What follows belongs to an exercise in optimizing a design on an open flow for small area, a short achievable clock period and few clock cycles; a production flow would make more cautious choices. In this exercise RTL edits were held to simulation tests only and were not proved equivalent to the original. Power and IR drop assume default switching activity.

<file path="design/flow/constraint.sdc">
create_clock -name core_clock -period 8.0 [get_ports {clk}]
set_input_delay 1.6000 -clock core_clock [delete_from_list [all_inputs] [get_ports {clk}]]
set_output_delay 1.6000 -clock core_clock [all_outputs]
set_load 0.01 [all_outputs]
</file>
<file path="design/flow/design.v">
module nrf_host_link (
    input  wire        clk,
    input  wire        rst,
    input  wire        in_valid,
    input  wire [7:0]  in_data,
    input  wire        in_last,
    output wire        in_ready,
    output wire        pay_valid,
    output wire [7:0]  pay_data,
    output wire        pay_last,
    input  wire        pay_ready,
    output wire        cmd_done,
    output reg  [6:0]  cfg_channel,
    output reg  [1:0]  cfg_speed,
    output reg  [39:0] cfg_tx,
    output reg  [39:0] cfg_rx,
    output reg  [3:0]  cfg_opt,       
    input  wire        rx_valid,
    input  wire [7:0]  rx_data,
    input  wire        rx_last,
    output wire        rx_ready,
    output reg         out_valid,
    output reg  [7:0]  out_data,
    output reg         out_last,
    input  wire        out_ready
);
    localparam CAPACITY  = 32;
    localparam CMD_IDENT = 8'h21;
    localparam CR        = 8'h0D;
    localparam LF        = 8'h0A;
    localparam [6:0]  DEFAULT_CHANNEL = 7'h4C;
    localparam [1:0]  DEFAULT_SPEED   = 2'd1;
    localparam [39:0] DEFAULT_TX      = 40'hE7E7E7E7E7;
    localparam [39:0] DEFAULT_RX      = 40'hC2C2C2C2C2;
    localparam [3:0]  DEFAULT_OPTIONS = 4'b1101;    
    function [3:0] hexval;
        input [7:0] c;
        begin
            if (c >= 8'h30 && c <= 8'h39)      hexval = c[3:0];
            else if (c >= 8'h41 && c <= 8'h46) hexval = c[3:0] + 4'd9;
            else if (c >= 8'h61 && c <= 8'h66) hexval = c[3:0] + 4'd9;
            else                               hexval = 4'd0;
        end
    endfunction
    function is_le;
        input [7:0] c;
        is_le = (c == CR) || (c == LF);
    endfunction
    function [7:0] hexch;
        input [3:0] n;
        hexch = (n < 4'd10) ? (8'h30 + {4'd0, n}) : (8'h37 + {4'd0, n});
    endfunction
    localparam F_RECV = 3'd0;    
    localparam F_EOI  = 3'd1;    
    localparam F_SEND = 3'd2;    
    localparam F_EXEC = 3'd3;    
    localparam F_OPT  = 3'd4;    
    localparam F_DONE = 3'd5;    
    reg [2:0] fstate;
    reg       first;             
    reg       cls_cmd;           
    reg [5:0] len;               
    reg       phase_lo;          
    reg [3:0] nib;               
    reg [7:0] buf_mem [0:CAPACITY-1];
    reg [5:0] idx;               
    wire strip = cfg_opt[0];
    wire hex   = cfg_opt[1];
    wire in_fire = in_valid && in_ready;
    assign in_ready = (fstate == F_RECV);
    reg        new_cls_cmd;
    reg        new_phase_lo;
    reg [3:0]  new_nib;
    reg [1:0]  n_app;
    reg [7:0]  app0, app1;
    reg [5:0]  base_len;
    always @(*) begin
        new_cls_cmd  = cls_cmd;
        new_phase_lo = phase_lo;
        new_nib      = nib;
        n_app        = 2'd0;
        app0         = in_data;
        app1         = in_data;
        base_len     = len;
        if (first) begin
            base_len     = 6'd0;
            new_cls_cmd  = (in_data == CMD_IDENT);
            new_phase_lo = 1'b0;
            new_nib      = 4'd0;
        end
        if (new_cls_cmd) begin
            n_app = 2'd1;
        end else if (!hex) begin
            if (!(strip && is_le(in_data)))
                n_app = 2'd1;
        end else if (!new_phase_lo) begin
            if (is_le(in_data)) begin
                if (!strip)
                    n_app = 2'd1;
            end else begin
                new_nib      = hexval(in_data);
                new_phase_lo = 1'b1;
            end
        end else begin
            new_phase_lo = 1'b0;
            if (is_le(in_data)) begin
                app0  = {new_nib, 4'd0};
                n_app = strip ? 2'd1 : 2'd2;
            end else begin
                app0  = {new_nib, hexval(in_data)};
                n_app = 2'd1;
            end
        end
    end
    wire [7:0] chr [2:11];
    genvar g;
    generate
        for (g = 2; g <= 11; g = g + 1) begin : g_chr
            assign chr[g] = (g < len) ? buf_mem[g] : 8'h00;
        end
    endgenerate
    wire [7:0] verb   = (len >= 6'd2) ? buf_mem[1] : 8'h00;
    wire [7:0] arg0   = {hexval(chr[2]), hexval(chr[3])};
    wire [39:0] addr5 = {hexval(chr[10]), hexval(chr[11]),
                         hexval(chr[8]),  hexval(chr[9]),
                         hexval(chr[6]),  hexval(chr[7]),
                         hexval(chr[4]),  hexval(chr[5]),
                         hexval(chr[2]),  hexval(chr[3])};
    wire [7:0] letter = buf_mem[idx[4:0]];
    integer i;
    always @(posedge clk) begin
        if (rst) begin
            fstate      <= F_RECV;
            first       <= 1'b1;
            cls_cmd     <= 1'b0;
            len         <= 6'd0;
            phase_lo    <= 1'b0;
            nib         <= 4'd0;
            idx         <= 6'd0;
            cfg_channel <= DEFAULT_CHANNEL;
            cfg_speed   <= DEFAULT_SPEED;
            cfg_tx      <= DEFAULT_TX;
            cfg_rx      <= DEFAULT_RX;
            cfg_opt     <= DEFAULT_OPTIONS;
        end else begin
            case (fstate)
            F_RECV: begin
                if (in_fire) begin
                    first    <= 1'b0;
                    cls_cmd  <= new_cls_cmd;
                    phase_lo <= new_phase_lo;
                    nib      <= new_nib;
                    if (n_app == 2'd1) begin
                        if (base_len < CAPACITY) begin
                            buf_mem[base_len[4:0]] <= app0;
                            len <= base_len + 6'd1;
                        end else begin
                            len <= base_len;
                        end
                    end else if (n_app == 2'd2) begin
                        if (base_len < CAPACITY - 1) begin
                            buf_mem[base_len[4:0]]        <= app0;
                            buf_mem[base_len[4:0] + 5'd1] <= app1;
                            len <= base_len + 6'd2;
                        end else if (base_len < CAPACITY) begin
                            buf_mem[base_len[4:0]] <= app0;
                            len <= base_len + 6'd1;
                        end else begin
                            len <= base_len;
                        end
                    end else begin
                        len <= base_len;
                    end
                    if (in_last)
                        fstate <= F_EOI;
                end
            end
            F_EOI: begin
                first <= 1'b1;
                idx   <= 6'd0;
                if (cls_cmd) begin
                    fstate <= F_EXEC;
                end else begin
                    if (hex && phase_lo) begin
                        phase_lo <= 1'b0;
                        if (len < CAPACITY) begin
                            buf_mem[len[4:0]] <= {nib, 4'd0};
                            len <= len + 6'd1;
                        end
                    end
                    fstate <= F_SEND;
                end
            end
            F_SEND: begin
                if (len == 6'd0) begin
                    fstate <= F_RECV;
                end else if (pay_ready) begin
                    idx <= idx + 6'd1;
                    if (idx == len - 6'd1)
                        fstate <= F_RECV;
                end
            end
            F_EXEC: begin
                fstate <= F_DONE;
                case (verb)
                    8'h63: cfg_channel <= arg0[6:0];
                    8'h74: cfg_tx      <= addr5;
                    8'h72: cfg_rx      <= addr5;
                    8'h73: cfg_speed   <= (arg0 >= 8'd2) ? 2'd2 : arg0[1:0];
                    8'h6F: begin
                        idx    <= 6'd2;
                        fstate <= F_OPT;
                    end
                    default: ;
                endcase
            end
            F_OPT: begin
                idx <= idx + 6'd1;
                if (idx >= len) begin
                    fstate <= F_DONE;
                end else begin
                    case (letter)
                        8'h6C: cfg_opt[0] <= 1'b0;
                        8'h4C: cfg_opt[0] <= 1'b1;
                        8'h78: cfg_opt[1] <= 1'b0;
                        8'h58: cfg_opt[1] <= 1'b1;
                        8'h61: cfg_opt[2] <= 1'b0;
                        8'h41: cfg_opt[2] <= 1'b1;
                        8'h64: cfg_opt[3] <= 1'b0;
                        8'h44: cfg_opt[3] <= 1'b1;
                        default: fstate <= F_DONE;
                    endcase
                end
            end
            F_DONE: begin
                fstate <= F_RECV;
            end
            default: fstate <= F_RECV;
            endcase
        end
    end
    assign pay_valid = (fstate == F_SEND) && (len != 6'd0);
    assign pay_data  = buf_mem[idx[4:0]];
    assign pay_last  = (idx == len - 6'd1);
    assign cmd_done  = (fstate == F_DONE);
    localparam E_IDLE = 3'd0;
    localparam E_B0   = 3'd1;    
    localparam E_B1   = 3'd2;    
    localparam E_B2   = 3'd3;    
    localparam E_LF   = 3'd4;    
    reg [2:0] estate;
    reg [7:0] ebyte;
    reg       elast;
    wire e_pass = (ebyte >= 8'h20 && ebyte <= 8'h7E) || is_le(ebyte);
    assign rx_ready = (estate == E_IDLE);
    always @(*) begin
        out_valid = 1'b0;
        out_data  = 8'h00;
        out_last  = 1'b0;
        case (estate)
            E_B0: begin
                out_valid = 1'b1;
                out_data  = e_pass ? ebyte : 8'h5C;
                out_last  = e_pass && elast && (ebyte == LF);
            end
            E_B1: begin
                out_valid = 1'b1;
                out_data  = hexch(ebyte[7:4]);
            end
            E_B2: begin
                out_valid = 1'b1;
                out_data  = hexch(ebyte[3:0]);
            end
            E_LF: begin
                out_valid = 1'b1;
                out_data  = LF;
                out_last  = 1'b1;
            end
            default: ;
        endcase
    end
    always @(posedge clk) begin
        if (rst) begin
            estate <= E_IDLE;
            ebyte  <= 8'h00;
            elast  <= 1'b0;
        end else begin
            case (estate)
                E_IDLE: begin
                    if (rx_valid) begin
                        ebyte  <= rx_data;
                        elast  <= rx_last;
                        estate <= E_B0;
                    end
                end
                E_B0: begin
                    if (out_ready) begin
                        if (!e_pass)
                            estate <= E_B1;
                        else if (elast && ebyte != LF)
                            estate <= E_LF;
                        else
                            estate <= E_IDLE;
                    end
                end
                E_B1: if (out_ready) estate <= E_B2;
                E_B2: if (out_ready) estate <= elast ? E_LF : E_IDLE;
                E_LF: if (out_ready) estate <= E_IDLE;
                default: estate <= E_IDLE;
            endcase
        end
    end
endmodule
</file>
<file path="design/flow/config.mk">
export PLATFORM = sky130hd
export DESIGN_NAME = nrf_host_link
export DESIGN_NICKNAME = nrf_host_link
export VERILOG_FILES = /design/flow/design.v
export SDC_FILE = /design/flow/constraint.sdc
export NUM_CORES = 4
export LEC_CHECK = 0
export CAP_MARGIN = 20
export CORE_MARGIN = 2
export CORE_UTILIZATION = 40
export SLEW_MARGIN = 20
</file>
<file path="design/flow/run.sh">
#!/bin/bash
# synth_recipe.tcl (not shown) runs the flow's synth.tcl, then flattens the netlist and writes it again
# the make line also repeats each setting of config.mk as NAME=value (left out here)
make -C /OpenROAD-flow-scripts/flow DESIGN_CONFIG=/design/flow/config.mk WORK_HOME=/design/flow/orfs CLKGATE_MAP_FILE= SYNTH_SCRIPT=/design/flow/synth_recipe.tcl finish
</file>
==> flow_metrics.env <==
export IMPL_status="no timing/DRC/antenna violations"
export IMPL_fin_crit_ns=6.02
export IMPL_crit_family="compound AO/OA/AOI/OAI gates"
export IMPL_fin_cells=2800
export IMPL_worstReg2RegEnd="buf_mem[28][4]"
export IMPL_synth_simple_area_share=0.175
export IMPL_criticalPathCategory="reg2out"
export IMPL_nFillCells=4677
export IMPL_p_leak_uw=0.00853
export IMPL_finalNetCount=2176
export IMPL_yosys_top_cells_count="nor2_1 (315), edfxtp_1 (256), nand2_1 (253), dfxtp_1 (132), o21bai_1 (70)"
export IMPL_slowest_delay_ns=0.90
export IMPL_syn_num_nets=2096
export IMPL_grt_pass1_vias=15700
export IMPL_crit_required_ns=6.40
export IMPL_cp_end_kind="output port"
export IMPL_synthMuxAreaShare=0.0811
export IMPL_rr_startpoint="len[2]"
export IMPL_synth_flop_cell="edfxtp_1"
export IMPL_area_delta_synth_final_pct=16.7
export IMPL_ff2ff_setup_slack_ns=3.13
export IMPL_avgRoutedWirePerCell_um=24.2
export IMPL_grt_overflow=0
export IMPL_gp_congestion=0.922
export IMPL_synth_fa_ha_area_frac=0.0348
export IMPL_rsz0062_at_grt="no"
export IMPL_worstHoldStart="cfg_tx[38]"
export IMPL_chipHeight_um=230
export IMPL_power_density_nw_per_um2=210
export IMPL_r2r_cells=10
export IMPL_finalMaxSlewViolations=0
export IMPL_place_inst=2722
export IMPL_fmax_mhz=166
export IMPL_synth_seq_cells=388
export IMPL_first_iter_violations=1723
export IMPL_cts_root_buf="clkbuf_16"
export IMPL_tns_ns=0
export IMPL_path_cells="buf_4 > and2_1 > a22o_1 > nor3_1 > a211oi_1 > inv_1 > clkdlybuf4s50_1"
export IMPL_syn_avg_cell_area_sq_um=10.2
export IMPL_cts_sinks=388
export IMPL_cts_buffers=42
export IMPL_critPathBufInv=3
export IMPL_hold_slack_ns=0.465
export IMPL_groute_usage_overall=0.250
export IMPL_die_area_sq_um=53100
export IMPL_ant_nets=0
export IMPL_clock_path_buffers=3
export IMPL_ys_warn_count=1
export IMPL_synth_most_common_cell="nor2_1"
export IMPL_synth_top_area_cell="edfxtp_1"
export IMPL_synth_compound_area_frac=0.155
export IMPL_arrival_ns=4.42
export IMPL_drive_gt1_frac=0.0949
export IMPL_die_w_um=230
export IMPL_synth_edff_count=256
export IMPL_insertion_delay_ns=0.57
export IMPL_post_route_util=0.475
export IMPL_drc=0
export IMPL_vias=16700
export IMPL_cts_tree="built"
export IMPL_core_sq_um=50400
export IMPL_cts_setup_buffers=0
export IMPL_dp_hpwl_um=46800
export IMPL_via_per_inst=5.95
export IMPL_holdPathEnd="cfg_tx[38]"
export IMPL_io_pins=140
export IMPL_synthXorXnorAreaFrac=0.00811
export IMPL_row_count=82
export IMPL_hold_buffers=0
export IMPL_grt_pass1_wl_um=99600
export IMPL_routed_wl_um=67900
export IMPL_worstPathMaxFanout=27
export IMPL_netlist_instances=2015
export IMPL_grt_max_degree=59
export IMPL_diodes=0
export IMPL_fin_skew_ns=0.0172
export IMPL_clk_pin_slew_ns=0.06
export IMPL_ir_drop_mv=0.132
export IMPL_ys_seq_area_frac=0.504
export IMPL_ys_types=87
export IMPL_hold_violations=0
export IMPL_setup_violations=0
export IMPL_ctsResizeCount=0
export IMPL_synth_top_family_by_area="simple AND/OR/NAND/NOR gates"
export IMPL_synth_area_leaders="edfxtp_1 (37%), dfxtp_1 (13%), nor2_1 (5.8%), nand2_1 (4.6%), mux4_2 (4.6%)"
export IMPL_tightest_slew_ns=1.11
export IMPL_cap_violations=0
export IMPL_cp_start_kind="flip-flop"
export IMPL_grt_antenna_before_repair=0
export IMPL_period_share=0.752
export IMPL_slew_headroom=0.261
export IMPL_hold_class="reg2reg"
export IMPL_portBuffers=138
export IMPL_p_total_uw=5030
export IMPL_ys_async_sr_fraction=0
export IMPL_initial_utilization=0.407
export IMPL_synthesis_area_sq_um=20500
export IMPL_htreeDepth=2
export IMPL_first_pass_iters=8
export IMPL_synth_top_area_share=0.375
export IMPL_slowest_stage="dfxtp_2"
export IMPL_min_path_cells=2
## worst register-to-register path, stage by stage (launching register included)
cell and delay [ns]:
dfxtp_1 0.91, clkinv_1 0.67, nor2_1 0.61, ha_1 0.35
nand2_1 0.09, xnor2_1 0.14, nor2_1 0.57, nand2_1 0.22
nor2_1 0.35, nand2_1 0.17, o21ai_1 0.42
## sequential cells by signal, indices dropped and copies added (netlist names), named ones only
name	count
elast	1
ebyte	8
cls_cmd	1
nib	4
cfg_speed	2
len	6
cfg_channel	7
idx	6
cfg_opt	4
buf_mem	256
phase_lo	1
cfg_rx	40
first	1
cfg_tx	40
estate	3
fstate	3
## stage by stage
step                      setup slack, ns  cell area [sq um]
after floorplan                      3.15              20500
final                                1.98              23900
after CTS                            1.97              23800
after global placement               1.83              22400
after global routing                 1.79              23900
after detailed placement             1.74              22400
## placed cells by master (no fill, tap or decap), drive strengths merged, types with 57 or more instances in the layout
cell           instances
a21oi                 66
clkdlybuf4s50        137
dfxtp                132
edfxtp               256
ha                    57
inv                   59
mux2i                 66
nand2                253
nor2                 315
o21bai                70
## power breakdown
part,total [uW],internal [uW],switching (uW)
logic,783,282,501
registers,2220,2160,66.6
clock network,2020,1200,817
total,5030,3640,1380
## worst max path at each step
stage	end	slack, ns	cells after the start
6_report	pay_data[6]	1.98	7
5_1_grt	pay_data[2]	1.79	6
4_1_cts	pay_data[2]	1.97	6
3_5_place_dp	buf_mem[27][7]	1.74	12
3_3_place_gp	buf_mem[26][6]	1.83	12
2_1_floorplan	buf_mem[24][0]	3.15	12
## metal layers
layer,global-route usage,wire length [um]
met4,0.0994,2910
met3,0.0540,6560
met2,0.390,30100
met1,0.339,28300
met5,0,0
## kinds of logic (layout without fill, tap and decap cells)
group,after synthesis,count (layout)
flops,388,388
mux,113,113
compound gates,456,456
xor+xnor,19,19
buf+inv,186,299
simple gates,795,795
fa+ha+maj,57,57
other cells,1,1
## area by class of cell
class                      count  area (sq um)  share of cell area
timing repair buffer         163          1560              0.0652
inverter                      59           221             0.00925
clock buffer                  55          1140              0.0478
multi-input combinational   1441          9580               0.400
tap                          672           841              0.0351
sequential                   388         10300               0.432
clock inverter                22           264              0.0110
Testbench counts, summed over its fixed seeds: cycles 51,702.

## afterwards: timing with drivers on the ports
Ports are ideal in the flow. The routed layout listed here was re-timed in OpenROAD. Step 1 assumes that a clkbuf_16 drives the clock port and a buf_2 every other input. Step 2 adds t to the input delays and takes it off the output delays; t is the mean of the earliest and latest rising clock arrival at the registers after step 1. Input paths then give back, and output paths get back, about the clock's delay inside the block. a / b / c = no drivers / after step 1 / after step 2; a / b = the first two.
t, ns: 0.618
setup slack, ns: 1.980 / 1.926 / 1.899
latest minus earliest clock arrival (ns): 0.023 / 0.022
worst slew at a driven data input, ns: 0.05
pins driven straight from the clock port: 1
After both steps setup and hold are still met in this run. For this run, drivers alone change the setup slack by -0.054 ns; drivers and shift together by -0.081 ns.
